This design comes from an exercise in tuning for small area and a short achievable clock period on the open sky130 flow, not from production work. Where RTL was checked, it was by simulation tests only, not by an equivalence proof against the original. No activity file was given, so power comes from the tool's default toggle rates.

## job 101
==> flow/design.v (excerpt) <==
module frame_rx #(
    parameter MAX_FRAME_LEN = 256
) (
    input  wire        clk,
    input  wire        rst,
    input  wire        start,
    input  wire [1:0]  cfg_fmt,       
    input  wire        cfg_srv,       
    input  wire [15:0] cfg_tmo,       
    input  wire [15:0] cfg_fixlen,    
    input  wire        rx_valid,
    input  wire [7:0]  rx_data,
    output wire        rx_ready,
    input  wire        tick,
    input  wire        fault,
    output wire        awaiting_body,
    output wire        res_valid,
    output wire [3:0]  res_code,
    output wire [3:0]  res_cause,
    output wire [7:0]  res_rxst,
    output wire [15:0] rx_count,
    output wire [15:0] rx_lenfield,
    output wire [15:0] target,
    output wire [15:0] idle_count,
    output wire [15:0] field_rcv,
    output wire [15:0] field_calc,
    output wire [1:0]  dcode,
    output wire [7:0]  handler,
    output wire [7:0]  resp_op,
    output wire [7:0]  req_op,
    output wire        disp_ok,
    output wire [7:0]  disp_handler
);
    localparam S_OK        = 4'd0;
    localparam S_DEVSTAT   = 4'd1;
    localparam S_TIMEOUT   = 4'd2;
  ...
Size in the first run: ~1100 cells after synthesis, about 200 I/O pins, roughly 9800 µm² of cells after synthesis.
Settings: LEC_CHECK=0, ABC_CLOCK_PERIOD_IN_PS=3000, CAP_MARGIN=20, CORE_MARGIN=2, CORE_UTILIZATION=40, SETUP_SLACK_MARGIN=3.0, SLEW_MARGIN=20; clock period 6.0 ns.
run.sh (not shown) runs the stock make flow with config.mk's settings and CLKGATE_MAP_FILE= SYNTH_SCRIPT=/design/flow/synth_recipe.tcl, a recipe that flattens the netlist after the stock synthesis.
Job 101 completed; timing, DRC and antenna clean
Input-level comparison between job 102 and job 101:
- a change of CORE_UTILIZATION from 40 to 60
- a change of SETUP_SLACK_MARGIN from 3.0 to 3.5
- a change of ABC_CLOCK_PERIOD_IN_PS from 3000 to 2500
==> comparison <==
What ended job 102 was a tool error in global routing (5_1_grt); the run never finished.
From job 101 to job 102 the numbers moved as follows: worst setup slack before clock tree synthesis has increased, count of standard-cell rows shows a reduction of 19%, number of synthesized flops with an enable pin level, synthesis-stage register bit count ~0 delta, number of buffers added for setup after CTS climbed about 200%.
No run of this note included a check of the RTL's function; only the layout flow was run.

========
frame_rx, a different RTL version from the one above (not shown whole).
For scale: ~200 I/O pins.
export LEC_CHECK = 0
export CAP_MARGIN = 20
export CORE_MARGIN = 2
export CORE_UTILIZATION = 55
export CTS_BUF_LIST = sky130_fd_sc_hd__clkbuf_8
export SETUP_SLACK_MARGIN = 3.0
export SLEW_MARGIN = 20
create_clock -name core_clock -period 6.0 [get_ports {clk}]
standard.sh (not shown) runs the stock make flow with config.mk's settings and CLKGATE_MAP_FILE= SYNTH_SCRIPT=/design/flow/synth_recipe.tcl, a recipe that flattens the netlist after the stock synthesis.
==> flow/flow/run.sh <==
#!/bin/bash
# Standard layout, with the port buffers made of plain buf cells instead of
# the delay buffers buffer_ports picks by default. Every port still gets one.
set -euo pipefail
export BUFFER_PORTS_ARGS="-buffer_cell sky130_fd_sc_hd__buf_1"
bash standard.sh > flow_make.log 2>&1
Next try:
--- a/flow/config.mk
+++ b/flow/config.mk
@@ -9,3 +9,3 @@
 export CORE_MARGIN = 2
-export CORE_UTILIZATION = 55
+export CORE_UTILIZATION = 40
 export CTS_BUF_LIST = sky130_fd_sc_hd__clkbuf_8
=> Cell area rises by 2.1%. Die area rises by about 36%. Maximum frequency stays flat. Final cell count rises by about 7%. Register-to-register slack loses 0.09 ns. Total power rises by about 2.4%. Core utilization falls by 16 points. Clock skew rises by 0.0076 ns. Setup slack gains 0.0073 ns.
Function was not checked in any run of this note: the RTL went through the layout flow alone.

========
## run 2
frame_rx with an RTL version that a note above also has.
Size in the first run: roughly 1100 cells after synthesis, ~0.0098 mm^2 of cells after synthesis.
Settings: LEC_CHECK=0, CAP_MARGIN=20, CORE_MARGIN=2, CORE_UTILIZATION=40, SLEW_MARGIN=20; clock period 6.0 ns.
run.sh (not shown) runs the stock make flow with config.mk's settings and CLKGATE_MAP_FILE= SYNTH_SCRIPT=/design/flow/synth_recipe.tcl, a recipe that flattens the netlist after the stock synthesis.
Stock flow here: none of the scripts above is used.
Changes in run 1 relative to run 2:
Settings: putting SETUP_SLACK_MARGIN at 3.0 where nothing was set; putting ABC_CLOCK_PERIOD_IN_PS at 3000 where nothing was set.
==> flow/flow/run.sh (new file) <==
#!/bin/bash
# Standard layout, with the port buffers made of plain buf cells instead of
# the delay buffers buffer_ports picks by default. Every port still gets one.
set -euo pipefail
export BUFFER_PORTS_ARGS="-buffer_cell sky130_fd_sc_hd__buf_2"
bash standard.sh > flow_make.log 2>&1
==> flow/standard.sh (new file) <==
#!/bin/bash
# synth_recipe.tcl (not shown) runs the flow's synth.tcl, then flattens the netlist and writes it again
# the make line also repeats each setting of config.mk as NAME=value (left out here)
make -C /OpenROAD-flow-scripts/flow DESIGN_CONFIG=/design/flow/config.mk WORK_HOME=/design/flow/orfs CLKGATE_MAP_FILE= SYNTH_SCRIPT=/design/flow/synth_recipe.tcl "${@:-finish}"
removed: flow/run.sh
==> comparison <==
Number of multi-input combinational cells in the layout of run 1 exceeds that of run 2 slightly.
Run 2 ended up with sky130_fd_sc_hd__clkdlybuf4s50_1 as its leading cell type in the layout, fill and taps excluded; run 1 ended up with sky130_fd_sc_hd__buf_2.
Via count for run 1 is higher than for run 2.
[run 1] combinational cell fraction of total power rose 3.0 points relative to run 2
When run 1 is set beside run 2, its filler-free cell count of the finished design turns out to be 71 larger.
For the period utilization, run 1 came in 21 points lower than run 2 did.
Cmp run 1 vs run 2: minimum clock period after layout lower in run 1
Looking at launching instance or port of the critical path, the cnt[4] result is from run 1; the rx_data[3] one comes from run 2.
Delta (run 1 minus run 2): count of buffers not belonging to the clock network in the layout went up 35%; cell internal power dissipation held; initial DRC count went up 19; layout overhead on the synthesized area went up 7.6 points.
Function was not checked in any run of this note: the RTL went through the layout flow alone.

========
Another version of the RTL of frame_rx (not shown whole).
Size in the first run: ~1,400 cells after synthesis, roughly 160 flip-flops, ~200 I/O pins, roughly 10,000 sq um of cells after synthesis.
==> flow/config.mk <==
export PLATFORM = sky130hd
export DESIGN_NAME = frame_rx
export DESIGN_NICKNAME = frame_rx
export VERILOG_FILES = /design/flow/design.v
export SDC_FILE = /design/flow/constraint.sdc
export NUM_CORES = 4
export LEC_CHECK = 0
export ABC_AREA = 1
export CAP_MARGIN = 20
export CORE_MARGIN = 2
export CORE_UTILIZATION = 40
export SETUP_SLACK_MARGIN = 3.0
export SLEW_MARGIN = 20
==> flow/constraint.sdc <==
create_clock -name core_clock -period 6.0 [get_ports {clk}]
set_input_delay 1.2000 -clock core_clock [delete_from_list [all_inputs] [get_ports {clk}]]
set_output_delay 1.2000 -clock core_clock [all_outputs]
set_load 0.01 [all_outputs]
standard.sh (not shown) runs the stock make flow with config.mk's settings and CLKGATE_MAP_FILE= SYNTH_SCRIPT=/design/flow/synth_recipe.tcl, a recipe that flattens the netlist after the stock synthesis.
==> flow/flow/run.sh <==
#!/bin/bash
# Standard layout, with the port buffers made of plain buf cells instead of
# the delay buffers buffer_ports picks by default. Every port still gets one.
set -euo pipefail
export BUFFER_PORTS_ARGS="-buffer_cell sky130_fd_sc_hd__buf_2"
bash standard.sh > flow_make.log 2>&1
Edit:
--- a/flow/config.mk
+++ b/flow/config.mk
@@ -7,3 +7,3 @@
 export LEC_CHECK = 0
-export ABC_AREA = 1
+export ABC_CLOCK_PERIOD_IN_PS = 3000
 export CAP_MARGIN = 20
- worst setup slack is worse by 150 ps
- final area fell by 4.6%
- clock skew is about the same
- power fell by 6.2%
- cell count fell by 18%
- combinational power fell by 29%
Edit:
--- a/flow/config.mk
+++ b/flow/config.mk
@@ -7,3 +7,3 @@
 export LEC_CHECK = 0
-export ABC_CLOCK_PERIOD_IN_PS = 3000
+export ABC_CLOCK_PERIOD_IN_PS = 2400
 export CAP_MARGIN = 20
@@ -11,3 +11,3 @@
 export CORE_UTILIZATION = 40
-export SETUP_SLACK_MARGIN = 3.0
+export SETUP_SLACK_MARGIN = 3.6
 export SLEW_MARGIN = 20
=> The changed run completed with no timing, DRC or antenna violations. Design area climbs by a quarter to a third. Worst setup slack improved by 170 ps. Utilization climbs by 12 points. Worst hold slack improved by 3.5 ps. Wire length rose by about a fifth. Count of clock-buffer cells in the layout is unchanged. Sequential cell count is unchanged. Synthesized cell count stays the same. Area after synthesis does not change. Power is higher by a little under a tenth. Non-clock buffer count went up by 129.

========
Another version of the RTL of frame_rx (not shown whole).
Size in the first run: about 970 cells after synthesis, about 160 flip-flops, ~9500 sq um of cells after synthesis.
Settings: LEC_CHECK=0, CAP_MARGIN=20, CORE_MARGIN=2, CORE_UTILIZATION=40, CTS_BUF_LIST=sky130_fd_sc_hd__clkbuf_8, SETUP_SLACK_MARGIN=3.6, SLEW_MARGIN=20, TNS_END_PERCENT=0; clock period 6.0 ns.
==> flow/flow/run.sh <==
#!/bin/bash
# Standard layout, with the port buffers made of plain buf cells instead of
# the delay buffers buffer_ports picks by default. Every port still gets one.
set -euo pipefail
export BUFFER_PORTS_ARGS="-buffer_cell sky130_fd_sc_hd__buf_1"
bash standard.sh > flow_make.log 2>&1
Change:
Settings changed: SETUP_SLACK_MARGIN 3.6 to 2.7, TNS_END_PERCENT 0 to not set.
After rerunning: The changed run completed with no timing, DRC or antenna violations; synthesized cell count stays the same; sequential share of layout area came out higher by 1.2 points; maximum frequency came out lower by 14%; cell area came out lower by 3.2%; hold slack loses 9.0 ps; wire length came out lower by 1.5%; non-clock buffer count came out lower by 24.
Change:
Settings changed: CAP_MARGIN 20 to 10, SETUP_SLACK_MARGIN 2.7 to 3.6, SLEW_MARGIN 20 to 10, TNS_END_PERCENT set to 2.
After rerunning: Utilization increases by 2.7 points. Register-to-register slack is better by 320 ps. Worst setup slack improves by 540 ps. Count of clock-buffer cells in the layout stays the same. Critical path depth increases by 1. Sequential cell count stays the same.

========
frame_rx, a different RTL version from the one above (not shown whole).
Size in the first run: about 1000 cells after synthesis.
Design frame_rx, start of the top module:
module frame_rx #(
    parameter MAX_FRAME_LEN = 256
) (
    input  wire        clk,
    input  wire        rst,
    input  wire        start,
    input  wire [1:0]  cfg_fmt,       
    input  wire        cfg_srv,       
    input  wire [15:0] cfg_tmo,       
    input  wire [15:0] cfg_fixlen,    
    input  wire        rx_valid,
    input  wire [7:0]  rx_data,
    output wire        rx_ready,
    input  wire        tick,
    input  wire        fault,
    output wire        awaiting_body,
    output wire        res_valid,
    output wire [3:0]  res_code,
    output wire [3:0]  res_cause,
    output wire [7:0]  res_rxst,
    output wire [15:0] rx_count,
    output wire [15:0] rx_lenfield,
    output wire [15:0] target,
    output wire [15:0] idle_count,
    output wire [15:0] field_rcv,
    output wire [15:0] field_calc,
    output wire [1:0]  dcode,
    output wire [7:0]  handler,
    output wire [7:0]  resp_op,
    output wire [7:0]  req_op,
    output wire        disp_ok,
    output wire [7:0]  disp_handler
);
Settings: LEC_CHECK=0, CAP_MARGIN=20, CORE_MARGIN=2, CORE_UTILIZATION=55, CTS_BUF_LIST=sky130_fd_sc_hd__clkbuf_8, SETUP_SLACK_MARGIN=3.0, SLEW_MARGIN=20; clock period 6.0 ns.
Scripts as last shown in full above: flow/flow/run.sh
Edit:
- CORE_UTILIZATION: 55 -> 40
- SETUP_SLACK_MARGIN: 3.0 -> 3.2
What happened: Synthesized area is unchanged; worst setup slack improved by 0.11 ns; final area climbs by 6.4%; routed wire length climbs by 11%; cell count climbs by 8.6%; die area climbs by 36%; global-route usage drops by 6.3 points; total power climbs by 0.71%; count of clock-buffer cells in the layout stays the same.
Edit:
==> flow/flow/run.sh (replaced) <==
#!/bin/bash
# Standard layout, with the port buffers made of plain buf cells instead of
# the delay buffers buffer_ports picks by default. Every port still gets one.
set -euo pipefail
export BUFFER_PORTS_ARGS="-buffer_cell sky130_fd_sc_hd__buf_2"
bash standard.sh > flow_make.log 2>&1
- CTS_BUF_LIST: sky130_fd_sc_hd__clkbuf_8 -> unset
- SETUP_SLACK_MARGIN: 3.2 -> 3.0
What happened: The changed run completed without violations; via count went down by about 2.2%; combinational power falls by about 10%; total power went up by 15%; sequential power is about the same; maximum frequency decreases by about 1.7%; design area went down by about 0.6%.
Edit:
==> flow/flow/run.sh (replaced) <==
#!/bin/bash
# Standard layout, with the port buffers made of plain buf cells instead of
# the delay buffers buffer_ports picks by default. Every port still gets one.
set -euo pipefail
export BUFFER_PORTS_ARGS="-buffer_cell sky130_fd_sc_hd__buf_1"
bash standard.sh > flow_make.log 2>&1
- CTS_BUF_LIST: unset -> sky130_fd_sc_hd__clkbuf_8
Clock skew rises by 0.013 ns.
Clock-buffer cell count does not change.
Final cell count increases by 0.73%.
Wire length barely changes.
Sequential power stays flat.
Power decreases by 11%.
Global-route usage decreases by 0.35 points.
Hold slack improved by 0.0049 ns.
Worst setup slack is worse by 0.021 ns.
Sequential share of layout area rises by 1.2 points.
Non-clock buffer count increases by 12.
No functional check of the RTL was part of any run of this note.

-- separate check: timing with driven ports --
No port has a modelled driver above. Below, the same layouts with a new extraction and two added sets of constraints. Step 1: set_driving_cell puts a clkbuf_16 on clk and a buf_2 on each other input, an assumption about the parent block. Step 2 moves the port delays by t, midway between the first and last clock arrival at a register: inputs arrive t later, outputs are due t later. That takes back most of the time a late clock gives input paths. Slacks: no drivers / after step 1 / after step 2; pairs: no drivers / after step 1.
run | shift t [ns] | setup slack, ns | worst setup path at the end | clock arrival spread, ns | worst slew at a driven data input, ns
job 101 | 0.480 | 2.713 / 2.666 / 2.373 | input to register | 0.008 / 0.007 | 0.06
the first run of note 2 | 0.495 | 3.031 / 3.049 / 2.553 | input to register | 0.017 / 0.017 | 0.06
the second run of note 2 | 0.490 | 3.039 / 3.024 / 2.534 | input to register | 0.026 / 0.026 | 0.08
run 2 | 0.471 | 1.536 / 1.558 / 1.087 | input to register | 0.012 / 0.012 | 0.06
run 1 | 0.474 | 2.769 / 2.723 / 2.441 | input to register | 0.015 / 0.014 | 0.16
the first run of note 4 | 0.474 | 3.162 / 3.113 / 2.729 | input to register | 0.011 / 0.011 | 0.10
the second run of note 4 | 0.479 | 3.010 / 3.004 / 2.525 | input to register | 0.011 / 0.010 | 0.07
the third run of note 4 | 0.486 | 3.182 / 3.151 / 2.665 | input to register | 0.014 / 0.014 | 0.11
the first run of note 5 | 0.496 | 3.266 / 3.288 / 2.792 | input to register | 0.023 / 0.023 | 0.08
the second run of note 5 | 0.499 | 2.825 / 2.845 / 2.346 | input to register | 0.019 / 0.019 | 0.06
the third run of note 5 | 0.506 | 3.370 / 3.368 / 2.862 | input to register | 0.015 / 0.014 | 0.07
the first run of note 6 | 0.497 | 3.003 / 3.019 / 2.522 | input to register | 0.015 / 0.015 | 0.06
the second run of note 6 | 0.504 | 3.113 / 3.113 / 2.635 | input to register | 0.021 / 0.021 | 0.06
the third run of note 6 | 0.481 | 3.063 / 3.051 / 2.570 | input to register | 0.013 / 0.014 | 0.09
the fourth run of note 6 | 0.498 | 3.042 / 3.043 / 2.544 | input to register | 0.025 / 0.025 | 0.07
After both steps every run listed still meets setup and hold. For the third run of note 4, which loses most, drivers alone change the setup slack by -0.031 ns; drivers and shift together by -0.517 ns.
